This is an optimization exercise on Yosys and OpenROAD, whose aim is small area, not a production implementation. Where RTL was checked, it was by simulation tests only, not by an equivalence proof against the original. Function not checked in run 1: the RTL went through the layout flow alone. Power and IR drop assume default switching activity.

--- design/flow/flow/run.sh ---
#!/bin/bash
# The standard ORFS layout (standard.sh), built with these changes:
#  - synthesis: the standard flow's own synthesis script (synth_recipe.tcl), except that
#    Yosys's abc maps the logic with each of the area-oriented scripts
#    flow/a*.abc and keeps the smallest result (flow/abc_best.tcl), and
#    adders are left to abc. Registers, their names and cell types are
#    those of the standard synthesis.
#  - every port is buffered with the smallest buffer cell;
#  - the clock tree uses small buffers and no dummy loads.
# The flow's output goes to standard_flow.log here; each ORFS step keeps
# its own log under orfs/logs.
set -euo pipefail
W=$PWD
export BUFFER_PORTS_ARGS="-buffer_cell sky130_fd_sc_hd__buf_1"
export CTS_ARGS="-sink_clustering_enable -repair_clock_nets -buf_list sky130_fd_sc_hd__clkbuf_4 -dont_use_dummy_load -sink_clustering_size 20 -sink_clustering_max_diameter 60"
mkdir -p "$W/abc_best"
{
  head -n 1 synth_recipe.tcl
  echo "set ::abc_best_scripts [list $(ls "$W"/flow/a*.abc | tr '\n' ' ')]"
  echo "set ::abc_best_dir $W/abc_best"
  echo "source $W/flow/abc_best.tcl"
  tail -n +2 synth_recipe.tcl
} > flow_synth.tcl
sed "s#SYNTH_SCRIPT=[^ ]*#SYNTH_SCRIPT=$W/flow_synth.tcl ADDER_MAP_FILE=#" standard.sh > flow_standard.sh
bash flow_standard.sh > standard_flow.log 2>&1
--- design/flow/flow/a1.abc ---
strash
&get -n
&fraig -x
&put
scorr
dc2
dretime
strash
&get -n
&dch -f
&nf -R 1000
&put
--- design/flow/flow/a2.abc ---
strash
&get -n
&dch -f
&nf -R 1000
&put
--- design/flow/flow/a3.abc ---
strash
dc2
&get -n
&dch -f
&nf -R 1000
&put
--- design/flow/flow/a4.abc ---
strash
&get -n
&st
&syn2
&dch -f
&nf -R 1000
&put
--- design/flow/flow/a5.abc ---
strash
&get -n
&deepsyn -T 30 -S 1
&put
&get -n
&dch -f
&nf -R 1000
&put
--- design/flow/flow/a6.abc ---
strash
&get -n
&deepsyn -T 30 -S 7
&put
&get -n
&dch -f
&nf -R 1000
&put
--- design/flow/flow/a7.abc ---
strash
&get -n
&deepsyn -T 30 -S 13
&put
&get -n
&dch -f
&nf -R 1000
&put
--- design/flow/flow/a8.abc ---
strash
&get -n
&deepsyn -T 30 -S 21
&put
&get -n
&dch -f
&nf -R 1000
&put
--- design/flow/flow/a9.abc ---
strash
&get -n
&deepsyn -T 30 -S 1
&put
dch -f
amap
topo
--- design/flow/flow/a91.abc ---
strash
&get -n
&deepsyn -T 30 -S 5
&put
dch -f
amap
topo
--- design/flow/flow/a92.abc ---
strash
dch -f
amap
topo
--- design/flow/flow/abc_best.tcl ---
# Yosys's abc, run with each script in $::abc_best_scripts on the same
# design; the smallest mapped result (by liberty cell area) is kept. A
# result smaller than 90% of the first script's is taken as a failed
# mapping and skipped.
proc abc {args} {
  set lib ""
  set i [lsearch -exact $args -liberty]
  if {$i >= 0} { set lib [lindex $args [expr {$i + 1}]] }
  set s [lsearch -exact $args -script]
  yosys design -save abc_pre
  set best ""
  set best_area 1e18
  set k 0
  foreach script $::abc_best_scripts {
    yosys design -load abc_pre
    set a $args
    lset a [expr {$s + 1}] $script
    if {[catch {yosys abc {*}$a} err]} { puts "abc_best: $script failed: $err"; incr k; continue }
    set f $::abc_best_dir/abc_stat_$k.txt
    yosys tee -q -o $f stat -liberty $lib
    set fh [open $f r]; set txt [read $fh]; close $fh
    if {[regexp {Chip area for module [^:]*: ([0-9.eE+]+)} $txt -> area]} {
      puts "abc_best: [file tail $script] area $area"
      if {$k == 0} { set first_area $area }
      if {$k > 0 && $area < 0.9 * $first_area} {
        puts "abc_best: [file tail $script] skipped"
      } elseif {$area < $best_area} {
        set best_area $area
        set best $k
        yosys design -save abc_best_$k
      }
    }
    incr k
  }
  puts "abc_best: keeping result $best (area $best_area)"
  yosys design -load abc_best_$best
}
--- design/flow/standard.sh ---
#!/bin/bash
# synth_recipe.tcl (not shown) runs the flow's synth.tcl, then flattens the netlist and writes it again
# the make line also repeats each setting of config.mk as NAME=value (left out here)
make -C /OpenROAD-flow-scripts/flow DESIGN_CONFIG=/design/flow/config.mk WORK_HOME=/design/flow/orfs CLKGATE_MAP_FILE= SYNTH_SCRIPT=/design/flow/synth_recipe.tcl "${@:-finish}"
--- design/flow/config.mk ---
export PLATFORM = sky130hd
export DESIGN_NAME = remimo_core
export DESIGN_NICKNAME = remimo_core
export VERILOG_FILES = /design/flow/design.v
export SDC_FILE = /design/flow/constraint.sdc
export NUM_CORES = 4
export LEC_CHECK = 0
export ABC_AREA = 1
export CAP_MARGIN = 0
export CORE_MARGIN = 2
export CORE_UTILIZATION = 50
export SLEW_MARGIN = 0
--- design/flow/constraint.sdc ---
create_clock -name core_clock -period 10.0 [get_ports {clk}]
set_input_delay 2.0000 -clock core_clock [delete_from_list [all_inputs] [get_ports {clk}]]
set_output_delay 2.0000 -clock core_clock [all_outputs]
set_load 0.01 [all_outputs]
--- design/flow/design.v ---
module remimo_core (
    input  wire        clk,
    input  wire        rst,         
    output wire        mem_req,
    output wire        mem_we,
    output wire [15:0] mem_addr,
    output wire [15:0] mem_wdata,
    input  wire        mem_ready,
    input  wire [15:0] mem_rdata,
    output wire        halted,
    output wire [1:0]  cause,       
    output wire [15:0] pc,
    output wire [15:0] r0,
    output wire [15:0] r1,
    output wire [15:0] r2,
    output wire [15:0] r3,
    output wire [3:0]  flags        
);
    localparam S_INIT  = 4'd0;
    localparam S_FETCH = 4'd1;
    localparam S_EXEC  = 4'd2;
    localparam S_REST  = 4'd3;
    localparam S_LS1   = 4'd6;       
    localparam S_P2    = 4'd14;      
    localparam S_HPC   = 4'd9;       
    localparam S_HOP   = 4'd10;      
    localparam S_HEA   = 4'd11;      
    reg [3:0]  state;
    reg [3:0]  cnt;
    reg [15:0] pc_q, t;
    reg [15:0] x0, x1, x2, x3;
    reg [1:0]  lrd, lrs;
    reg        c;                    
    reg        pcc;                  
    reg        fc, fn, fv, fz;
    wire init  = (state == S_INIT);
    wire fetch = (state == S_FETCH);
    wire exec  = (state == S_EXEC);
    wire rest  = (state == S_REST);
    wire ls1   = (state[3:1] == 3'b011);
    wire p2    = (state[3:1] == 3'b111);
    wire lst   = state[0];           
    wire       first  = (cnt == 4'd0);
    wire       lo     = ~cnt[3];           
    wire       end8   = &cnt[2:0];         
    wire       f_ls   = fetch & mem_ready & ~pc_q[15] & (mem_rdata[15:13] == 3'b010);
    wire       p2_acc = p2 & first;
    wire       stall  = p2_acc & ~mem_ready;
    wire [15:0] ir    = {t[13:0], t[15:14]};
    wire [3:0] op     = ir[15:12];
    wire       is_alu = ~op[3] & ~op[2];
    wire       is_sh  = op[2] & ~op[0];
    wire       is_mvi = op[2] & op[0];
    wire       is_b   = op[3] & ~op[0];
    wire       is_bc  = op[3] & op[0];
    wire       immf   = (lrd == lrs);
    reg [1:0] imm_d;
    always @(*) begin
        case (cnt[1:0])
            2'd0: imm_d = ir[1:0];
            2'd1: imm_d = ir[3:2];
            2'd2: imm_d = ir[5:4];
            default: imm_d = ir[7:6];
        endcase
    end
    wire [1:0] sel_d = fetch ? mem_rdata[11:10] : lrd;
    wire [1:0] sel_s = fetch ? mem_rdata[9:8]   : lrs;
    reg [1:0] rd_o, rs_o;
    reg       rs_n;                  
    always @(*) begin
        case (sel_d)
            2'd0: rd_o = x0[1:0];
            2'd1: rd_o = x1[1:0];
            2'd2: rd_o = x2[1:0];
            default: rd_o = x3[1:0];
        endcase
        case (sel_s)
            2'd0: begin rs_o = x0[1:0]; rs_n = x0[2]; end
            2'd1: begin rs_o = x1[1:0]; rs_n = x1[2]; end
            2'd2: begin rs_o = x2[1:0]; rs_n = x2[2]; end
            default: begin rs_o = x3[1:0]; rs_n = x3[2]; end
        endcase
    end
    wire       ea     = fetch | ls1;
    wire       sub    = (op[1:0] == 2'd3);
    wire [1:0] alu_b  = immf ? (cnt[2] ? 2'b00 : {imm_d[1] & (cnt[1:0] != 2'd3), imm_d[0]}) : rs_o;
    wire [1:0] ea_b   = fetch ? mem_rdata[1:0] : (cnt[2] ? 2'b00 : t[1:0]);
    wire [1:0] add_a  = ea ? rs_o : rd_o;
    wire [1:0] add_b  = ea ? ea_b : (sub ? ~alu_b : alu_b);
    wire       cin_r  = ~immf & ir[5] & fc;
    wire       c_in   = fetch ? 1'b0 : first ? (sub ? ~cin_r : cin_r) : c;
    wire       s_c1   = (add_a[0] & add_b[0]) | (c_in & (add_a[0] ^ add_b[0]));
    wire [1:0] s_sum;
    assign s_sum[0] = add_a[0] ^ add_b[0] ^ c_in;
    assign s_sum[1] = add_a[1] ^ add_b[1] ^ s_c1;
    wire       s_c2   = (add_a[1] & add_b[1]) | (s_c1 & (add_a[1] ^ add_b[1]));
    reg [1:0] alu_res;
    always @(*) begin
        case (op[1:0])
            2'd0: alu_res = rd_o & alu_b;
            2'd1: alu_res = rd_o | alu_b;
            default: alu_res = s_sum;
        endcase
    end
    wire alu_fo = ~immf & ir[4];
    wire [2:0] sh_k    = ir[3:1];
    wire       sh_b    = ir[0];
    wire       sh_r    = ir[6];
    wire       sh_kz   = (sh_k == 3'd0);
    wire [3:0] cnt_inc = cnt + 4'd1;
    wire       r_fill  = ir[5] & c;
    wire [1:0] r_src   = lo ? rs_o : {2{r_fill}};
    wire       r_nxt   = ~lo ? r_fill : end8 ? (ir[5] & rs_o[1]) : rs_n;
    wire [1:0] r_v     = sh_b ? {r_nxt, r_src[1]} : r_src;
    wire       l_copy  = lo & ~sh_kz & (cnt[2:0] <= ~sh_k);
    wire [1:0] l_src   = lo ? (sh_kz ? rs_o : 2'b00) : rd_o;
    wire       l_c     = (sh_kz & first) ? 1'b0 : c;
    wire [1:0] l_v     = sh_b ? {l_src[0], l_c} : l_src;
    wire [1:0] sh_v    = sh_r ? r_v : l_v;
    wire [1:0] sh_wb   = (~sh_r & l_copy) ? rs_o : (ir[7] ? ~sh_v : sh_v);
    wire       sh_last = sh_r ? (cnt_inc == {1'b1, sh_k})
                              : (sh_kz ? end8 : (cnt == {1'b1, ~sh_k}));
    wire       sh_c    = sh_r ? r_src[1] : (~l_copy & l_src[1]);
    wire [1:0] mvi_d  = (cnt[2] == ir[8]) ? imm_d : 2'b00;
    wire [1:0] mvi_wb = ir[9] ? ~mvi_d : mvi_d;
    reg tk_base;
    always @(*) begin
        case (ir[11:9])
            3'd0: tk_base = fz;
            3'd1: tk_base = fc;
            3'd2: tk_base = fn;
            3'd3: tk_base = fv;
            3'd4: tk_base = fc & ~fz;
            3'd5: tk_base = (fn == fv);
            3'd6: tk_base = ~fz & (fn == fv);
            default: tk_base = 1'b0;
        endcase
    end
    wire taken = tk_base ^ ir[8];
    wire [1:0] off_d  = cnt[2] ? {2{ir[7]}} : imm_d;
    wire [1:0] pa     = (p2 | rest) ? rd_o : pc_q[1:0];
    wire [1:0] pb     = (exec & is_bc & taken) ? off_d : 2'b00;
    wire       pci    = first ? ~rest : pcc;
    wire       p_c1   = (pa[0] & pb[0]) | (pci & (pa[0] ^ pb[0]));
    wire [1:0] p_sum;
    assign p_sum[0] = pa[0] ^ pb[0] ^ pci;
    assign p_sum[1] = pa[1] ^ pb[1] ^ p_c1;
    wire       p_c2   = (pa[1] & pb[1]) | (p_c1 & (pa[1] ^ pb[1]));
    reg        rd_en, rs_en, pc_en, t_sh, last;
    reg [1:0]  wb, pc_in;
    always @(*) begin
        rd_en = 1'b0;
        rs_en = 1'b0;
        pc_en = 1'b0;
        t_sh  = 1'b0;
        last  = 1'b0;
        wb    = 2'b00;
        pc_in = p_sum;
        if (exec) begin
            pc_en = lo;
            last  = end8;
            if (is_alu) begin
                rd_en = 1'b1;
                rs_en = 1'b1;
                wb    = alu_fo ? rd_o : alu_res;
            end else if (is_sh) begin
                rd_en = 1'b1;
                rs_en = lo;
                wb    = sh_wb;
                last  = sh_last;
            end else if (is_mvi) begin
                rd_en = 1'b1;
                wb    = mvi_wb;
            end else if (is_b) begin
                pc_in = ~cnt[2] ? imm_d : cnt[1] ? 2'b00 : cnt[0] ? ir[11:10] : ir[9:8];
            end
        end else if (f_ls | ls1) begin
            pc_en = 1'b1;
            rd_en = 1'b1;
            rs_en = 1'b1;
            t_sh  = ls1;
            wb    = pc_q[1:0];
            pc_in = s_sum;
            last  = end8;
        end else if ((p2 & ~stall) | rest) begin
            rd_en = 1'b1;
            pc_en = 1'b1;
            t_sh  = 1'b1;
            wb    = (p2_acc & ~lst) ? mem_rdata[1:0] : t[1:0];
            last  = end8;
        end else if (init) begin
            pc_en = 1'b1;
            pc_in = 2'b00;
            last  = end8;
        end
    end
    wire en0 = init | (rd_en & (sel_d == 2'd0)) | (rs_en & (sel_s == 2'd0));
    wire en1 = init | (rd_en & (sel_d == 2'd1)) | (rs_en & (sel_s == 2'd1));
    wire en2 = init | (rd_en & (sel_d == 2'd2)) | (rs_en & (sel_s == 2'd2));
    wire en3 = init | (rd_en & (sel_d == 2'd3)) | (rs_en & (sel_s == 2'd3));
    wire [1:0] in0 = init ? 2'b00 : (rd_en & (sel_d == 2'd0)) ? wb : x0[1:0];
    wire [1:0] in1 = init ? 2'b00 : (rd_en & (sel_d == 2'd1)) ? wb : x1[1:0];
    wire [1:0] in2 = init ? 2'b00 : (rd_en & (sel_d == 2'd2)) ? wb : x2[1:0];
    wire [1:0] in3 = init ? 2'b00 : (rd_en & (sel_d == 2'd3)) ? wb : x3[1:0];
    wire t_ld = (fetch & mem_ready) | (p2_acc & mem_ready & ~lst);
    wire [1:0] t_top = f_ls ? rd_o : mem_rdata[1:0];
    always @(posedge clk) begin
        if (en0) x0 <= {in0, x0[15:2]};
        if (en1) x1 <= {in1, x1[15:2]};
        if (en2) x2 <= {in2, x2[15:2]};
        if (en3) x3 <= {in3, x3[15:2]};
        if (pc_en) pc_q <= {pc_in, pc_q[15:2]};
        if (t_ld)
            t <= {t_top, mem_rdata[15:2]};
        else if (t_sh)
            t <= {rd_o, t[15:2]};
        if (fetch & mem_ready) begin
            lrd <= mem_rdata[11:10];
            lrs <= mem_rdata[9:8];
        end
    end
    always @(posedge clk) begin
        if (exec & is_sh)
            c <= sh_c;
        else
            c <= s_c2;
        pcc <= p_c2;
    end
    always @(posedge clk) begin
        if (rst) begin
            fc <= 1'b0;
            fn <= 1'b0;
            fv <= 1'b0;
            fz <= 1'b0;
        end else if (exec & is_alu & ir[7]) begin
            fz <= (first | fz) & (alu_res == 2'b00);
            if (last) begin
                fc <= op[1] & (s_c2 ^ sub);
                fn <= alu_res[1];
                fv <= op[1] & ~(add_a[1] ^ add_b[1]) & (add_a[1] ^ s_sum[1] ^ sub);
            end
        end
    end
    always @(posedge clk) begin
        cnt <= (~rst & (init | exec | f_ls | ls1 | p2 | rest) & ~last)
               ? (stall ? cnt : cnt_inc) : 4'd0;
        if (rst) begin
            state <= S_INIT;
        end else begin
            case (state)
                S_INIT, S_REST, S_EXEC, S_LS1, S_LS1 + 4'd1, S_P2, S_P2 + 4'd1: begin
                    if (last) begin
                        if (rest)
                            state <= S_HEA;
                        else if (ls1)
                            state <= s_c2 ? S_REST : {3'b111, lst};
                        else
                            state <= S_FETCH;
                    end
                end
                S_FETCH: begin
                    if (pc_q[15])
                        state <= S_HPC;
                    else if (mem_ready) begin
                        if (mem_rdata[15:12] > 4'd9)
                            state <= S_HOP;
                        else if (mem_rdata[15:13] == 3'b010)
                            state <= {3'b011, mem_rdata[12]};
                        else
                            state <= S_EXEC;
                    end
                end
                default: ;    
            endcase
        end
    end
    assign mem_req   = (fetch & ~pc_q[15]) | p2_acc;
    assign mem_we    = p2_acc & lst;
    assign mem_addr  = pc_q;
    assign mem_wdata = t;
    assign halted = state[3] & ~state[2];
    assign cause  = state[1:0];
    assign pc     = pc_q;
    assign r0     = x0;
    assign r1     = x1;
    assign r2     = x2;
    assign r3     = x3;
    assign flags  = {fc, fn, fv, fz};
endmodule
==> results of run 1 <==
per-stage QoR:
| stage | power [uW] | cells | cell area, um2 | hold WS, ps |
|---|---|---|---|---|
| after global routing | 1600 | 788 | 6050 | 457 |
| after CTS | 1520 | 788 | 6050 | 447 |
| after floorplan | 1110 | 512 | 5340 | 430 |
| final | 1510 | 788 | 6050 | 448 |
| after global placement | 1290 | 771 | 5920 | 428 |
| after detailed placement | 1300 | 771 | 5920 | 430 |
routing by layer:
metal | up-vias | routed length, um
met1 | 2124 | 6720
met4 | 0 | 228
met5 | - | 0
met3 | 22 | 1490
li1 | 2143 | -
met2 | 283 | 6600
sequential cells by signal, summed over array words and instances, names as in the netlist:
name,flops
lrs,2
fn,1
fv,1
lrd,2
x3,16
x0,16
t,16
pc_q,16
x1,16
pcc,1
cnt,4
c,1
fz,1
fc,1
state,4
x2,16
cell families (layout without fill, tap and decap cells):
| logic type | after synthesis | after routing | share of synthesized area, % |
|---|---|---|---|
| AO/OA/AOI/OAI | 149 | 149 | 17.9 |
| AND/OR/NAND/NOR | 154 | 154 | 12.2 |
| flip-flops | 114 | 114 | 61.5 |
| buffers and inverters | 95 | 235 | 8.37 |
layout make-up:
class	instances	area share, %
clock buffer	17	2.11
inverter	71	4.41
multi-input combinational	303	26.8
sequential	114	54.3
tap	136	2.81
timing repair buffer	147	9.62
worst max-delay path, cell delays in order:
cell      delay (ps)
buf_1            120
o22ai_1          390
clkinv_1         220
nand2_1          150
clkinv_1         100
a221oi_1         650
clkinv_1         210
o22ai_1          280
o21ai_0          180
o22ai_1          330
nand2_1           80
o21ai_0          110
nand2_1           80
o21ai_0          190
o2111a_1         340
o22ai_1           90
path summary, 6_finish.rpt:
path,slack [ps],to,from,depth (start not counted)
max,4710,x1[15],mem_rdata[8],16
max reg2reg,5010,x1[15],state[2],20
min,450,x1[3],x1[5],0
min reg2reg,450,x1[3],x1[5],0
placed cells by master, fill, tap and decap left out, types with 4 or more instances in the layout:
cell type / Yosys / routed
buf_1: 0 / 139
edfxtp_1: 100 / 100
nor2_1: 80 / 80
clkinv_1: 71 / 71
a21oi_1: 39 / 39
nand2_1: 36 / 36
o22ai_1: 32 / 32
o21ai_0: 29 / 25
clkbuf_4: 0 / 17
nor3_1: 14 / 14
dfxtp_1: 14 / 14
buf_4: 24 / 8
or2_0: 5 / 5
a211oi_1: 5 / 5
or3_1: 5 / 5
o221ai_1: 4 / 4
o32ai_1: 4 / 4
nand4_1: 4 / 4
nand3_1: 4 / 4
o21ai_1: 0 / 4
a31oi_1: 5 / 4
power groups by stage:
stage                     combinational (uW)  sequential [uW]  clock, uW
after global placement                   473              817          0
after detailed placement                 475              823          0
after floorplan                          242              869          0
after global routing                     524              833        246
after CTS                                476              816        227
final                                    478              815        218
==> results.json, run 1 <==
{
  "clkPwrFrac_pct": 14.4,
  "sequentialPowerShare_pct": 53.9,
  "start_util_pct": 51.7,
  "cts_buffer_depth": 2,
  "critPathLaunchType": "input port",
  "cts_sinks": 114,
  "gp_congestion": 0.994,
  "synth.most_common_cell": "edfxtp_1",
  "yosysTopAreaCell": "edfxtp_1",
  "regArea_um2": 3280,
  "vias": 4572,
  "nets": 673,
  "finalCritPeriodShare_pct": 52.9,
  "slew_viol_final": 0,
  "drive_above_1_share_pct": 4.14,
  "grt_pass1_vias": 4124,
  "yosys.area.top_type_share_pct": 56.3,
  "dieArea_um2": 11500,
  "rows": 37,
  "area_delta_synth_final_pct": 13.3,
  "slew_headroom_pct": 36.5,
  "setup_violations": 0,
  "hold_violations": 0,
  "status": "no timing/DRC/antenna violations",
  "worstSetupPathType": "in2reg",
  "ys_types": 39,
  "clk_pin_slew_worst_paths_ps": 100,
  "vias_per_cell": 5.80,
  "pin_count": 140,
  "max_freq_ghz": 0.189,
  "tightest_slew_ps": 950,
  "grt_pass1_wl_um": 22300,
  "cts-root-buf": "clkbuf_4",
  "finClkSkew_ps": 30.7,
  "multi_input_area_um2": 1620,
  "yosysWarnings": 1,
  "core_area_um2": 10300,
  "grt-ovfl-total": 0,
  "synthTopCellsByArea": "edfxtp_1 56%, nor2_1 5.6%, dfxtp_1 5.3%",
  "cts_made_buffers": 17,
  "ys_ff_latch": 114,
  "drtPass1Iterations": 6,
  "drc": 0,
  "post_drt_wl_per_cell_um": 19.1,
  "portBuffers": 139,
  "cp-end-kind": "flip-flop",
  "hold_class": "reg2reg",
  "fin_util_pct": 58.6,
  "ir_worst_vdd_uv": 174,
  "swShare_pct": 38.2,
  "use_met3_pct": 7.26,
  "grt_max_degree": 29,
  "post-place-ws_ps": 4320,
  "final.setup.tns_ps": 0,
  "p_int_uw": 934,
  "p_leak_uw": 0.00208,
  "post_synth_most_frequent_cells": "100 x edfxtp_1, 80 x nor2_1, 71 x clkinv_1",
  "rsz0062_at_grt": "no",
  "syn_nets": 531,
  "ys_seq_area_share_pct": 61.5,
  "syn_area_per_cell_um2": 10.4,
  "p_switching_uw": 577,
  "worstPathArrival_ps": 5540,
  "combPwrFrac_pct": 31.6,
  "nFillCells": 940,
  "cts_resized": 0,
  "powerDensity_nw_per_um2": 250,
  "post_cts_buffers": 0,
  "clock_latency_ps": 530,
  "met1_usage_pct": 37.8,
  "wl_um": 15000,
  "finalCriticalPeriod_ps": 5290,
  "synth_area_um2": 5340,
  "antenna_found_initial": 0,
  "fin_ws_ps": 4710,
  "postCtsHoldBufs": 0,
  "tritoncts": "yes",
  "worstPathRequired_ps": 10250,
  "syn-instance-count": 512,
  "met2_usage_pct": 38.4,
  "synthFlopType": "edfxtp_1",
  "grt-busiest-layer": "met2",
  "crit_path_max_fanout": 5,
  "synth_edf_count": 100,
  "hpwl_um": 11500,
  "async_flop_share_pct": 0,
  "maxCapViolations": 0,
  "drt_iter0_drc": 421,
  "die_x_um": 107,
  "n_antenna_cell": 0,
  "ant_nets": 0,
  "ctsHtreeMaxLevel": 4,
  "grtUsageTotal_pct": 26.4,
  "dieHeight_um": 107
}
==> inputs of run 2 (changes only) <==
--- a/design/flow/design.v
+++ b/design/flow/design.v
@@ -108,3 +108,2 @@
     wire       sh_r    = ir[6];
-    wire       sh_kz   = (sh_k == 3'd0);
     wire [3:0] cnt_inc = cnt + 4'd1;
@@ -114,11 +113,10 @@
     wire [1:0] r_v     = sh_b ? {r_nxt, r_src[1]} : r_src;
-    wire       l_copy  = lo & ~sh_kz & (cnt[2:0] <= ~sh_k);
-    wire [1:0] l_src   = lo ? (sh_kz ? rs_o : 2'b00) : rd_o;
-    wire       l_c     = (sh_kz & first) ? 1'b0 : c;
-    wire [1:0] l_v     = sh_b ? {l_src[0], l_c} : l_src;
+    wire       l_data  = lo & (cnt[2:0] <= ~sh_k);
+    wire       l_c     = ~first & c;
+    wire [1:0] l_v     = ~l_data ? 2'b00 : sh_b ? {rs_o[0], l_c} : rs_o;
     wire [1:0] sh_v    = sh_r ? r_v : l_v;
-    wire [1:0] sh_wb   = (~sh_r & l_copy) ? rs_o : (ir[7] ? ~sh_v : sh_v);
+    wire [1:0] sh_wb   = (~sh_r & ~lo) ? rd_o : (ir[7] ? ~sh_v : sh_v);
     wire       sh_last = sh_r ? (cnt_inc == {1'b1, sh_k})
-                              : (sh_kz ? end8 : (cnt == {1'b1, ~sh_k}));
-    wire       sh_c    = sh_r ? r_src[1] : (~l_copy & l_src[1]);
+                              : (cnt == {(sh_k != 3'd0), ~sh_k});
+    wire       sh_c    = sh_r ? r_src[1] : rs_o[1];
     wire [1:0] mvi_d  = (cnt[2] == ir[8]) ? imm_d : 2'b00;
==> run 2 against run 1 <==
Net effect:
- register-to-register slack worse by 240 ps
- via count is 2.8% lower
- clock power about the same
- power shrank 11%
- first-iteration DRC count is 26% lower
- sequential power down 6.5%
- non-clock buffer count is 1 lower
- global-route usage down 0.50 points
- largest power group unchanged
- highest routed layer unchanged
==> results.json, run 2 <==
{
  "status": "no timing/DRC/antenna violations",
  "rsz0062_at_grt": "no",
  "vias": 4446,
  "post_cts_buffers": 0,
  "cts_made_buffers": 17,
  "finalCriticalPeriod_ps": 5620,
  "drtPass1Iterations": 5,
  "reg2reg_from": "state[0]",
  "grtUsageTotal_pct": 25.9,
  "ant_nets": 0,
  "post_drt_wl_per_cell_um": 18.6,
  "syn_area_per_cell_um2": 10.5,
  "area_delta_synth_final_pct": 13.2,
  "syn-instance-count": 502,
  "nFillCells": 931,
  "hpwl_um": 11000,
  "dieArea_um2": 11400,
  "worstSetupPathType": "in2reg",
  "ir_worst_vdd_uv": 156,
  "tightest_slew_ps": 1080,
  "synth_area_um2": 5290,
  "slew_headroom_pct": 26.9,
  "post_synth_most_frequent_cells": "100 x edfxtp_1, 74 x nor2_1, 72 x clkinv_1",
  "grt_pass1_wl_um": 21600,
  "cts_sinks": 114,
  "pin_count": 140,
  "crit_start": "mem_rdata[8]",
  "ys_seq_area_share_pct": 62.1,
  "die_x_um": 107,
  "hold_violations": 0,
  "synthTopCellsByArea": "edfxtp_1 57%, dfxtp_1 5.3%, nor2_1 5.3%",
  "grt_pass1_vias": 3965,
  "yosysWarnings": 1,
  "yosysTopAreaCell": "edfxtp_1",
  "critPathLaunchType": "input port",
  "tritoncts": "yes",
  "postCtsHoldBufs": 0,
  "final_common_cell": "buf_1",
  "ys_ff_latch": 114,
  "worstPathRequired_ps": 10220,
  "synth_edf_count": 100,
  "reg2reg_depth": 21,
  "drive_above_1_share_pct": 3.90,
  "start_util_pct": 51.4,
  "drc": 0,
  "cp-end-kind": "flip-flop",
  "core_area_um2": 10300,
  "finClkSkew_ps": 33.7,
  "r2r-end": "x0[15]",
  "wl_um": 14500,
  "vias_per_cell": 5.72,
  "ctsHtreeMaxLevel": 4,
  "worstPathArrival_ps": 5840,
  "clk_pin_slew_worst_paths_ps": 110,
  "synth.most_common_cell": "edfxtp_1",
  "drt_iter0_drc": 312,
  "grt-ovfl-total": 0,
  "maxCapViolations": 0,
  "nets": 662,
  "p_leak_uw": 0.00209,
  "dieHeight_um": 107,
  "final.setup.tns_ps": 0,
  "rows": 37,
  "ys_types": 35,
  "synthFlopType": "edfxtp_1",
  "final_cell_mix": "139 x buf_1, 100 x edfxtp_1, 74 x nor2_1",
  "hold_class": "reg2reg",
  "setup_violations": 0,
  "cts_resized": 0,
  "critPathCapture": "x0[15]",
  "cts-root-buf": "clkbuf_4",
  "rrSetupSlack_ps": 4770,
  "grt_max_degree": 29,
  "syn_nets": 521,
  "antenna_found_initial": 0,
  "crit_path_max_fanout": 4,
  "portBuffers": 139,
  "slew_viol_final": 0,
  "powerDensity_nw_per_um2": 226,
  "finalCritPeriodShare_pct": 56.2,
  "yosys.area.top_type_share_pct": 56.8,
  "gp_congestion": 0.953,
  "clock_latency_ps": 540,
  "n_antenna_cell": 0,
  "totalPowerFinal_uw": 1350,
  "cts_buffer_depth": 2,
  "async_flop_share_pct": 0,
  "max_freq_ghz": 0.178
}
==> run 2: cell families after synthesis <==
kind of cell	after synthesis	synth area share, %
simple gates	143	11.7
buf+inv	96	8.52
flops	114	62.1
compound gates	149	17.7
==> run 2: how the worst min path moves through the flow <==
stage,cells after the start,startpoint,slack [ps],to
after floorplan,1,cnt[0],470,cnt[0]
after global placement,0,x1[7],430,x1[5]
after detailed placement,0,x1[9],430,x1[7]
after CTS,0,x1[4],420,x1[2]
after global routing,0,x1[4],420,x1[2]
final,0,x1[4],420,x1[2]
==> run 2: final cells by class <==
cell class              instances  area (um2)  area share (%)
clock buffers                  17         128            2.13
inverters                      72         270            4.52
multi-input cells             292        1560            26.0
flip-flops and latches        114        3280            54.9
well taps                     136         170            2.84
repair buffers                146         574            9.60
==> run 2: layer usage <==
layer / track usage (%) / routed length, um
met1: 38.9 / 6770
met3: 6.63 / 1200
met5: 0 / 0
met4: 11.1 / 323
met2: 35.3 / 6190
==> run 2: critical path: stages <==
cell and delay, ps:
buf_1 150, o22ai_1 250, clkinv_1 150, nand2_1 150, o22ai_1 90, nor3_1 480
o22ai_1 230, a311oi_1 410, and2_0 210, nor2_1 70, nor2_1 120, nor2_1 60
a21oi_1 230, a221oi_1 80, a21oi_1 310, nor2_1 90, a311oi_1 610, o22ai_1 140
==> run 2: per-stage QoR <==
stage,worst slack [ps],cells,hold slack [ps],instance area (um2),utilization (%)
6_report,4380,777,423,5980,58.2
4_1_cts,4600,777,419,5980,58.2
2_1_floorplan,5120,502,473,5290,-
3_5_place_dp,4050,760,431,5850,57.0
3_3_place_gp,4220,760,429,5850,57.0
5_1_grt,4170,777,424,5980,58.2
==> run 2: power breakdown <==
part           switching [uW]  internal [uW]
sequential               81.4            681
clock                     141           77.3
combinational             259            111
==> inputs of run 3 (changes only) <==
--- a/design/flow/flow/run.sh
+++ b/design/flow/flow/run.sh
@@ -4,3 +4,3 @@
 #    Yosys's abc maps the logic with each of the area-oriented scripts
-#    flow/a*.abc and keeps the smallest result (flow/abc_best.tcl), and
+#    flow/s*.abc and keeps the smallest result (flow/abc_best.tcl), and
 #    adders are left to abc. Registers, their names and cell types are
@@ -18,3 +18,3 @@
   head -n 1 synth_recipe.tcl
-  echo "set ::abc_best_scripts [list $(ls "$W"/flow/a*.abc | tr '\n' ' ')]"
+  echo "set ::abc_best_scripts [list $(ls "$W"/flow/s*.abc | tr '\n' ' ')]"
   echo "set ::abc_best_dir $W/abc_best"
==> design/flow/flow/s01.abc (new file) <==
strash
&get -n
&fraig -x
&put
scorr
dc2
dretime
strash
&get -n
&dch -f
&nf -R 1000
&put
==> design/flow/flow/s02.abc (new file) <==
strash
&get -n
&dch -f
&nf -R 1000
&put
==> design/flow/flow/s03.abc (new file) <==
strash
dc2
&get -n
&dch -f
&nf -R 1000
&put
==> design/flow/flow/s04.abc (new file) <==
strash
dch -f
amap
strash
dch -f
amap
topo
==> design/flow/flow/s05.abc (new file) <==
strash
&get -n
&deepsyn -T 30 -S 1
&put
&get -n
&dch -f
&nf -R 1000
&put
==> design/flow/flow/s06.abc (new file) <==
strash
&get -n
&deepsyn -T 30 -S 7
&put
&get -n
&dch -f
&nf -R 1000
&put
==> design/flow/flow/s07.abc (new file) <==
strash
&get -n
&deepsyn -T 30 -S 1
&put
dch -f
amap
topo
==> design/flow/flow/s08.abc (new file) <==
strash
&get -n
&deepsyn -T 30 -S 2
&put
dch -f
amap
topo
==> design/flow/flow/s09.abc (new file) <==
strash
&get -n
&deepsyn -T 30 -S 3
&put
dch -f
amap
topo
==> design/flow/flow/s10.abc (new file) <==
strash
&get -n
&deepsyn -T 30 -S 5
&put
dch -f
amap
topo
==> design/flow/flow/s11.abc (new file) <==
strash
&get -n
&deepsyn -T 30 -S 17
&put
dch -f
amap
topo
removed: design/flow/flow/a1.abc
removed: design/flow/flow/a2.abc
removed: design/flow/flow/a3.abc
removed: design/flow/flow/a4.abc
removed: design/flow/flow/a5.abc
removed: design/flow/flow/a6.abc
removed: design/flow/flow/a7.abc
removed: design/flow/flow/a8.abc
removed: design/flow/flow/a9.abc
removed: design/flow/flow/a91.abc
removed: design/flow/flow/a92.abc
==> run 3 against run 2 <==
Net effect:
- utilization stayed put
- via count unchanged
- synthesized cell count stayed put
- first-iteration DRC count unchanged
- design area did not move
- register-to-register slack barely moved
- largest power group unchanged
==> results.json, run 3 <==
{
  "maxCapViolations": 0,
  "ant_nets": 0,
  "ys_types": 35,
  "worstSetupPathType": "in2reg",
  "rsz0062_at_grt": "no",
  "tritoncts": "yes",
  "syn-instance-count": 502,
  "powerDensity_nw_per_um2": 226,
  "syn_area_per_cell_um2": 10.5,
  "worstPathArrival_ps": 5840,
  "worstPathRequired_ps": 10220,
  "cts_buffer_depth": 2,
  "grt_pass1_vias": 3965,
  "ys_ff_latch": 114,
  "synth_area_um2": 5290,
  "worstHoldStart": "x1[4]",
  "nFillCells": 931,
  "reg2reg_from": "state[0]",
  "pin_count": 140,
  "clk_pin_slew_worst_paths_ps": 110,
  "hold_class": "reg2reg",
  "yosysWarnings": 1,
  "fin_hold_ws_ps": 423,
  "drt_iter0_drc": 312,
  "met1_usage_pct": 38.9,
  "setup_violations": 0,
  "dieHeight_um": 107,
  "grtUsageTotal_pct": 25.9,
  "hold_end": "x1[2]",
  "cts-root-buf": "clkbuf_4",
  "drtPass1Iterations": 5,
  "syn_nets": 521,
  "cts_resized": 0,
  "post_drt_wl_per_cell_um": 18.6,
  "drive_above_1_share_pct": 3.90,
  "tightest_slew_ps": 1080,
  "ys_seq_area_share_pct": 62.1,
  "r2r-end": "x0[15]",
  "cts_sinks": 114,
  "antenna_found_initial": 0,
  "vias_per_cell": 5.72,
  "finalCritPeriodShare_pct": 56.2,
  "die_x_um": 107,
  "cts_made_buffers": 17,
  "status": "no timing/DRC/antenna violations",
  "met2_usage_pct": 35.3,
  "drc": 0,
  "clkPwrFrac_pct": 16.2,
  "area_delta_synth_final_pct": 13.2,
  "rrSetupSlack_ps": 4770,
  "post_cts_buffers": 0,
  "cp-end-kind": "flip-flop",
  "finalCriticalPeriod_ps": 5620,
  "max_freq_ghz": 0.178,
  "final_cell_mix": "139 x buf_1, 100 x edfxtp_1, 74 x nor2_1",
  "synthTopCellsByArea": "edfxtp_1 57%, dfxtp_1 5.3%, nor2_1 5.3%",
  "async_flop_share_pct": 0,
  "use_met3_pct": 6.63,
  "finClkSkew_ps": 33.7,
  "grt-busiest-layer": "met1",
  "sequentialPowerShare_pct": 56.4,
  "core_area_um2": 10300,
  "reg2reg_depth": 21,
  "vias": 4446,
  "grt_pass1_wl_um": 21600,
  "combPwrFrac_pct": 27.4,
  "start_util_pct": 51.4,
  "slew_viol_final": 0,
  "gp_congestion": 0.953,
  "grt_max_degree": 29,
  "wl_um": 14500,
  "yosys.area.top_type_share_pct": 56.8,
  "ctsHtreeMaxLevel": 4,
  "swShare_pct": 35.7,
  "n_antenna_cell": 0,
  "crit_path_max_fanout": 4,
  "synth.most_common_cell": "edfxtp_1",
  "dieArea_um2": 11400,
  "slew_headroom_pct": 26.9,
  "yosysTopAreaCell": "edfxtp_1",
  "final_common_cell": "buf_1",
  "final.setup.tns_ps": 0,
  "p_switching_uw": 481,
  "critPathLaunchType": "input port",
  "clock_latency_ps": 540,
  "synth_edf_count": 100,
  "hold_violations": 0,
  "p_int_uw": 868,
  "portBuffers": 139,
  "post_synth_most_frequent_cells": "100 x edfxtp_1, 74 x nor2_1, 72 x clkinv_1",
  "min_path_cells": 0,
  "ir_worst_vdd_uv": 156,
  "hpwl_um": 11000,
  "postCtsHoldBufs": 0,
  "grt-ovfl-total": 0,
  "nets": 662,
  "p_leak_uw": 0.00209,
  "rows": 37,
  "synthFlopType": "edfxtp_1"
}
-- run 3: cells by family after synthesis --
family | after synthesis | share of synthesized area (%)
AOI/OAI and AO/OA | 149 | 17.7
DFF | 114 | 62.1
buffers and inverters | 96 | 8.52
and+or+nand+nor | 143 | 11.7
-- run 3: cell type report --
class	count	area, um2	share of cell area, %
Inverter	72	270	4.52
Timing Repair Buffer	146	574	9.60
Sequential cell	114	3280	54.9
Multi-Input combinational cell	292	1560	26.0
Tap cell	136	170	2.84
Clock buffer	17	128	2.13
-- run 3: power by group through the flow --
stage | combinational (uW) | sequential (uW) | clock, uW
final | 370 | 762 | 218
after global routing | 405 | 778 | 244
after CTS | 368 | 763 | 227
after detailed placement | 367 | 772 | 0
after global placement | 367 | 765 | 0
after floorplan | 182 | 812 | 0
-- run 3: metal layers --
metal / wire [um] / vias up / part of all wire [%]
met5: 0 / - / 0
met4: 323 / 0 / 2.2
met3: 1200 / 22 / 8.3
met2: 6190 / 242 / 43
met1: 6770 / 2080 / 47
li1: - / 2102 / -
-- run 3: worst max-delay path by stage --
stage | start | endpoint | slack [ps] | cells past startpoint
after global routing | mem_rdata[8] | x0[15] | 4170 | 18
after global placement | mem_rdata[9] | x2[15] | 4220 | 18
final | mem_rdata[8] | x0[15] | 4380 | 18
after CTS | mem_rdata[8] | x0[15] | 4600 | 18
after floorplan | mem_rdata[9] | x0[15] | 5120 | 17
after detailed placement | mem_rdata[8] | x1[15] | 4050 | 18
-- run 3: critical path, cell delays in order --
cell      delay, ps
buf_1           150
o22ai_1         250
clkinv_1        150
nand2_1         150
o22ai_1          90
nor3_1          480
o22ai_1         230
a311oi_1        410
and2_0          210
nor2_1           70
nor2_1          120
nor2_1           60
a21oi_1         230
a221oi_1         80
a21oi_1         310
nor2_1           90
a311oi_1        610
o22ai_1         140
-- run 3: per-stage QoR --
stage | instance area [um2] | power [uW] | std cells | setup slack (ps) | util (%)
after detailed placement | 5850 | 1140 | 760 | 4050 | 57.0
after floorplan | 5290 | 994 | 502 | 5120 | -
after CTS | 5980 | 1360 | 777 | 4600 | 58.2
after global placement | 5850 | 1130 | 760 | 4220 | 57.0
final | 5980 | 1350 | 777 | 4380 | 58.2
after global routing | 5980 | 1430 | 777 | 4170 | 58.2
==> inputs of run 4 (changes only) <==
--- a/design/flow/design.v
+++ b/design/flow/design.v
@@ -202,4 +202,4 @@
     wire [1:0] in3 = init ? 2'b00 : (rd_en & (sel_d == 2'd3)) ? wb : x3[1:0];
-    wire t_ld = (fetch & mem_ready) | (p2_acc & mem_ready & ~lst);
-    wire [1:0] t_top = f_ls ? rd_o : mem_rdata[1:0];
+    wire t_ld = fetch | (p2_acc & ~lst);
+    wire [1:0] t_top = (mem_rdata[15:13] == 3'b010) ? rd_o : mem_rdata[1:0];
     always @(posedge clk) begin
@@ -214,3 +214,3 @@
             t <= {rd_o, t[15:2]};
-        if (fetch & mem_ready) begin
+        if (fetch) begin
             lrd <= mem_rdata[11:10];
@@ -242,4 +242,4 @@
     always @(posedge clk) begin
-        cnt <= (~rst & (init | exec | f_ls | ls1 | p2 | rest) & ~last)
-               ? (stall ? cnt : cnt_inc) : 4'd0;
+        cnt <= (~rst & (init | exec | f_ls | ls1 | p2 | rest) & ~last & ~stall)
+               ? cnt_inc : 4'd0;
         if (rst) begin
==> run 4 against run 3 <==
Net effect:
- sequential power is about 30% higher
- fmax is 8.5% higher
- design area down 1.6%
- worst hold slack improved by 31 ps
- wire length is 1.1% higher
- synthesized area is 1.6% lower
- non-clock buffer count fell by 1
- count of clock-buffer cells in the layout is the same
- worst setup slack gained 440 ps
- critical path depth is 2 higher
- via count decreased by 0.52%
- still clean
- largest cell class unchanged
- cell count decreased by 2.2%
==> results.json, run 4 <==
{
  "post_synth_most_frequent_cells": "96 x edfxtp_1, 75 x nor2_1, 59 x clkinv_1",
  "die_x_um": 106,
  "grt_pass1_vias": 4089,
  "synth_edf_count": 96,
  "worstSetupPathType": "in2reg",
  "hpwl_um": 11300,
  "ant_nets": 0,
  "reg2reg_depth": 23,
  "synthTopCellsByArea": "edfxtp_1 55%, dfxtp_1 6.9%, nor2_1 5.4%",
  "critPathLaunchType": "input port",
  "p_int_uw": 1280,
  "fin_ws_ps": 4820,
  "setup_violations": 0,
  "n_antenna_cell": 0,
  "grt-ovfl-total": 0,
  "syn-instance-count": 486,
  "fin_cells": 760,
  "ys_ff_latch": 114,
  "totalPowerFinal_uw": 2380,
  "dpl-instance-area_um2": 5760,
  "multi_input_area_um2": 1560,
  "rows": 37,
  "sequentialPowerShare_pct": 41.4,
  "rsz0062_at_grt": "no",
  "hold_class": "reg2reg",
  "syn_area_per_cell_um2": 10.7,
  "slew_viol_final": 0,
  "max_freq_ghz": 0.193,
  "grtUsageTotal_pct": 26.4,
  "finClkSkew_ps": 34.3,
  "ys_seq_area_share_pct": 62.4,
  "post-place-ws_ps": 4400,
  "worstPathRequired_ps": 10350,
  "dieHeight_um": 106,
  "maxCapViolations": 0,
  "cts_sinks": 114,
  "final.setup.tns_ps": 0,
  "dieArea_um2": 11200,
  "cts-root-buf": "clkbuf_4",
  "drtPass1Iterations": 5,
  "clkPwrFrac_pct": 9.2,
  "clk_pin_slew_worst_paths_ps": 100,
  "nFillCells": 930,
  "tightest_slew_ps": 865,
  "synth_area_um2": 5200,
  "min_path_cells": 0,
  "crit_path_max_fanout": 5,
  "syn_nets": 505,
  "place_inst": 743,
  "wl_um": 14700,
  "grt_max_degree": 28,
  "final_common_cell": "buf_1",
  "yosysWarnings": 1,
  "finalCriticalPeriod_ps": 5180,
  "post_drt_wl_per_cell_um": 19.3,
  "slew_headroom_pct": 42.2,
  "yosysTopAreaCell": "edfxtp_1",
  "cp-end-kind": "flip-flop",
  "postCtsHoldBufs": 0,
  "powerDensity_nw_per_um2": 405,
  "synthFlopType": "edfxtp_1",
  "vias": 4423,
  "hold_violations": 0,
  "status": "no timing/DRC/antenna violations",
  "yosys.area.top_type_share_pct": 55.4,
  "final_cell_mix": "139 x buf_1, 96 x edfxtp_1, 75 x nor2_1",
  "async_flop_share_pct": 0,
  "drt_iter0_drc": 357,
  "start_util_pct": 50.8,
  "drive_above_1_share_pct": 3.69,
  "core_area_um2": 10200,
  "vias_per_cell": 5.82,
  "post_cts_buffers": 0,
  "gp_congestion": 0.969,
  "swShare_pct": 46.5,
  "cts_buffer_depth": 2,
  "clock_latency_ps": 500,
  "synth.most_common_cell": "edfxtp_1",
  "tritoncts": "yes",
  "ctsHtreeMaxLevel": 4,
  "ir_worst_vdd_uv": 244,
  "ys_types": 41,
  "portBuffers": 139,
  "cts_resized": 0,
  "p_switching_uw": 1110,
  "worstPathArrival_ps": 5520,
  "pin_count": 140,
  "cts_made_buffers": 17,
  "grt_pass1_wl_um": 22000,
  "final_area_um2": 5880,
  "antenna_found_initial": 0,
  "drc": 0,
  "combPwrFrac_pct": 49.4,
  "regArea_um2": 3240,
  "p_leak_uw": 0.00205,
  "finalCritPeriodShare_pct": 51.8,
  "area_delta_synth_final_pct": 13.2,
  "nets": 645
}
==> run 4: cell count changes after synthesis, moves of 4 or more <==
cell      previous run  this run
o22a_1               3         8
edfxtp_1           100        96
nor3_1              23         8
dfxtp_1             14        18
clkinv_1            72        59
a21oi_1             38        44
nand2_1             23        28
a31oi_1              9         4
o22ai_1             28        24
==> run 4: power groups by stage <==
| stage | Clock (uW) | Sequential [uW] | Combinational [uW] |
|---|---|---|---|
| after detailed placement | 0 | 995 | 1170 |
| final | 219 | 987 | 1180 |
| after CTS | 223 | 989 | 1170 |
| after global routing | 241 | 1010 | 1300 |
| after global placement | 0 | 989 | 1150 |
| after floorplan | 0 | 1030 | 732 |
==> run 4: critical path, stage by stage <==
cell and delay [ps]:
buf_1 100, o22ai_1 330, clkinv_1 150, nand2_1 170, o22ai_1 90, nor2_1 90
o21ai_0 210, o22ai_1 360, clkinv_1 180, o21ai_0 180, a21oi_1 60, a21oi_1 120
o21ai_0 120, nor2_1 150, a21oi_1 100, nand2_1 90, o21ai_0 110, o22a_1 220
o21ai_0 470, o22a_1 220
==> run 4: cell families after synthesis <==
logic type	count (synthesis)	share of synthesized area (%)
AOI/OAI and AO/OA	157	19.3
and+or+nand+nor	132	10.6
DFF	114	62.4
buffers and inverters	83	7.72
==> run 4: layout make-up <==
class | instances | share of cell area (%)
clock buffers | 17 | 2.17
inverters | 59 | 3.76
well taps | 136 | 2.89
flip-flops and latches | 114 | 55.1
repair buffers | 145 | 9.63
multi-input cells | 289 | 26.4
==> run 4: final timing paths <==
path,slack (ps),end,start
max,4820,x1[15],mem_rdata[9]
min reg2reg,450,x1[9],x1[11]
min,450,x1[9],x1[11]
max reg2reg,5160,x1[15],state[0]
==> run 4: per-layer routing <==
| metal | GRT usage [%] | wire length (um) | vias to the layer above |
|---|---|---|---|
| met5 | 0 | 0 | - |
| met4 | 9.96 | 339 | 0 |
| met3 | 5.95 | 1090 | 28 |
| met2 | 42.6 | 7040 | 214 |
| met1 | 35.0 | 6180 | 2118 |
| li1 | - | - | 2063 |
==> run 4: stage by stage <==
stage          util (%)  hold slack (ps)
2_1_floorplan         -              475
3_3_place_gp       56.3              429
3_5_place_dp       56.3              430
4_1_cts            57.5              449
5_1_grt            57.5              453
6_report           57.5              453
==> inputs of run 5 (changes only) <==
--- a/design/flow/design.v
+++ b/design/flow/design.v
@@ -158,2 +158,3 @@
             pc_en = lo;
+            rs_en = lo;
             last  = end8;
@@ -161,3 +162,2 @@
                 rd_en = 1'b1;
-                rs_en = 1'b1;
                 wb    = alu_fo ? rd_o : alu_res;
@@ -165,3 +165,2 @@
                 rd_en = 1'b1;
-                rs_en = lo;
                 wb    = sh_wb;
@@ -178,3 +177,3 @@
             rs_en = 1'b1;
-            t_sh  = ls1;
+            t_sh  = 1'b1;            
             wb    = pc_q[1:0];
==> run 5 against run 4 <==
Net effect:
- still clean on timing, DRC and antenna
- worst hold slack is essentially flat
- sequential power shrank 17%
- non-clock buffer count up 2
- clock power is essentially flat
==> results.json, run 5 <==
{
  "status": "no timing/DRC/antenna violations",
  "portBuffers": 139,
  "drive_above_1_share_pct": 4.06,
  "grt_pass1_vias": 4165,
  "crit_chain": "buf_1 -> o22ai_1 -> clkinv_1 -> nand2_1 -> o22a_1 -> o221ai_1 -> o22a_1 -> o31ai_1 -> nor2_1 -> a21oi_1 -> nand2_1 -> o21ai_0 -> nor2_1 -> a31oi_1 -> o21bai_1 -> o221ai_1 -> o21ai_0",
  "cts_sinks": 114,
  "n_antenna_cell": 0,
  "ctsHtreeMaxLevel": 4,
  "ys_seq_area_share_pct": 61.9,
  "post_drt_wl_per_cell_um": 19.5,
  "synthFlopType": "edfxtp_1",
  "syn-instance-count": 501,
  "synth.most_common_cell": "edfxtp_1",
  "synth_area_um2": 5240,
  "drt_iter0_drc": 304,
  "hpwl_um": 11400,
  "post-place-ws_ps": 4670,
  "yosys.area.top_type_share_pct": 55.0,
  "clk_pin_slew_worst_paths_ps": 80,
  "powerDensity_nw_per_um2": 300,
  "post_cts_buffers": 0,
  "worstPathRequired_ps": 10230,
  "cp_slowest_cell": "o31ai_1",
  "final.setup.tns_ps": 0,
  "combPwrFrac_pct": 41.6,
  "crit_path_max_fanout": 5,
  "vias_per_cell": 5.78,
  "worstPathArrival_ps": 5110,
  "p_switching_uw": 769,
  "tightest_slew_ps": 914,
  "maxCapViolations": 0,
  "final_area_um2": 5940,
  "ys_types": 38,
  "rsz0062_at_grt": "no",
  "finalCritPeriodShare_pct": 48.8,
  "grtUsageTotal_pct": 27.1,
  "slew_headroom_pct": 39.1,
  "slowest_delay_ps": 400,
  "grt_pass1_wl_um": 22500,
  "clkPwrFrac_pct": 12.2,
  "max_freq_ghz": 0.205,
  "die_x_um": 106,
  "clock_latency_ps": 530,
  "cp-end-kind": "flip-flop",
  "ys_ff_latch": 114,
  "gp_congestion": 0.929,
  "yosysTopAreaCell": "edfxtp_1",
  "setup_violations": 0,
  "hold_class": "reg2reg",
  "hold_violations": 0,
  "start_util_pct": 51.2,
  "fin_ws_ps": 5120,
  "worstHoldStart": "x3[4]",
  "area_delta_synth_final_pct": 13.4,
  "final_cell_mix": "139 x buf_1, 96 x edfxtp_1, 81 x nor2_1",
  "reg2reg_from": "state[2]",
  "cts_resized": 0,
  "crit_start": "mem_rdata[8]",
  "finalCriticalPeriod_ps": 4880,
  "dpl-instance-area_um2": 5820,
  "core_area_um2": 10200,
  "p_leak_uw": 0.00208,
  "rows": 37,
  "async_flop_share_pct": 0,
  "finClkSkew_ps": 36.5,
  "final_common_cell": "buf_1",
  "pin_count": 140,
  "slew_viol_final": 0,
  "sequentialPowerShare_pct": 46.2,
  "critPathLaunchType": "input port",
  "post_synth_most_frequent_cells": "96 x edfxtp_1, 81 x nor2_1, 62 x clkinv_1",
  "grt_max_degree": 30,
  "nFillCells": 936,
  "tritoncts": "yes",
  "drtPass1Iterations": 5,
  "syn_area_per_cell_um2": 10.5,
  "synthTopCellsByArea": "edfxtp_1 55%, dfxtp_1 6.9%, nor2_1 5.8%",
  "p_int_uw": 1010,
  "ant_nets": 0,
  "synth_edf_count": 96,
  "wl_um": 15200,
  "yosysWarnings": 1,
  "drc": 0,
  "postCtsHoldBufs": 0,
  "cts_buffer_depth": 2,
  "grt-ovfl-total": 0,
  "ir_worst_vdd_uv": 148,
  "dieArea_um2": 11300,
  "syn_nets": 520,
  "nets": 662,
  "cts-root-buf": "clkbuf_4",
  "vias": 4493,
  "antenna_found_initial": 0,
  "swShare_pct": 43.1,
  "totalPowerFinal_uw": 1780,
  "cts_made_buffers": 17,
  "worstSetupPathType": "in2reg",
  "dieHeight_um": 106
}
## run 5: cell count changes after synthesis, sizes merged, moves of 3 or more
cell | previous run | this run
o32a | 4 | 1
nand2 | 28 | 39
clkinv | 59 | 62
a21oi | 44 | 37
nor3 | 8 | 16
o21a | 5 | 2
nor2 | 75 | 81
o221ai | 2 | 7
nand3 | 9 | 3
## run 5: critical path, delay by kind of cell
family	cells	cell delay (ps)
buffers and inverters	2	250
AO/OA/AOI/OAI	11	2420
AND/OR/NAND/NOR	4	420
## run 5: final timing paths
| check | end | slack [ps] | depth (start not counted) |
|---|---|---|---|
| setup reg to reg | x2[15] | 5180 | 23 |
| setup / recovery | x2[15] | 5120 | 17 |
| hold / removal | x3[2] | 450 | 0 |
| hold reg to reg | x3[2] | 450 | 0 |
## run 5: logic make-up (layout without fill, tap and decap cells)
| logic type | Yosys count | after routing | synth area share (%) |
|---|---|---|---|
| AOI/OAI and AO/OA | 147 | 147 | 18.0 |
| buffers and inverters | 86 | 226 | 7.88 |
| DFF | 114 | 114 | 61.9 |
| and+or+nand+nor | 154 | 154 | 12.3 |
## run 5: through the flow
| step | instances | utilization, % | hold WS [ps] |
|---|---|---|---|
| 4_1_cts | 777 | 58.1 | 449 |
| 3_3_place_gp | 760 | 56.8 | 428 |
| 5_1_grt | 777 | 58.1 | 464 |
| 6_report | 777 | 58.1 | 454 |
| 3_5_place_dp | 760 | 56.8 | 432 |
| 2_1_floorplan | 501 | - | 453 |
## run 5: metal layers
metal	vias up	track usage [%]	wire [um]
li1	2096	-	-
met1	2117	34.7	6310
met2	242	43.3	7240
met3	38	7.42	1220
met4	0	11.4	390
met5	-	0	0
## run 5: final cells by class
type	count	area, um2	area share, %
tap	136	170	2.86
clock buffer	17	128	2.15
multi-input combinational	301	1590	26.7
timing repair buffer	147	582	9.79
inverter	62	233	3.92
sequential	114	3240	54.6
## run 5: power groups by stage
stage | Combinational [uW] | Sequential, uW | Clock (uW)
floorplan | 444 | 854 | 0
global placement | 726 | 828 | 0
detailed placement | 729 | 830 | 0
global route | 805 | 839 | 241
finish | 741 | 823 | 218
CTS | 731 | 821 | 226

## port drivers added, routing unchanged
No port has a modelled driver above. Below, the same layouts with a new extraction and two added sets of constraints.
Step 1 assumes that a clkbuf_16 drives the clock port and a buf_2 every other input.
Step 2, shift: input delay + t, output delay - t, t = (earliest + latest rising clock arrival at the registers) / 2. This alone moves slack from input paths to output paths.
a / b / c = ideal / step 1 / step 2; a / b = the first two.
run | t, ns | setup slack, ns | pins driven straight from the clock port
run 1 | 0.547 | 4.709 / 4.724 / 4.177 | 1
run 2 | 0.555 | 4.382 / 4.396 / 3.841 | 1
run 3 | 0.555 | 4.382 / 4.396 / 3.841 | 1
run 4 | 0.519 | 4.824 / 4.836 / 4.317 | 1
run 5 | 0.544 | 5.125 / 5.135 / 4.591 | 1
After both steps every run listed still meets setup and hold.
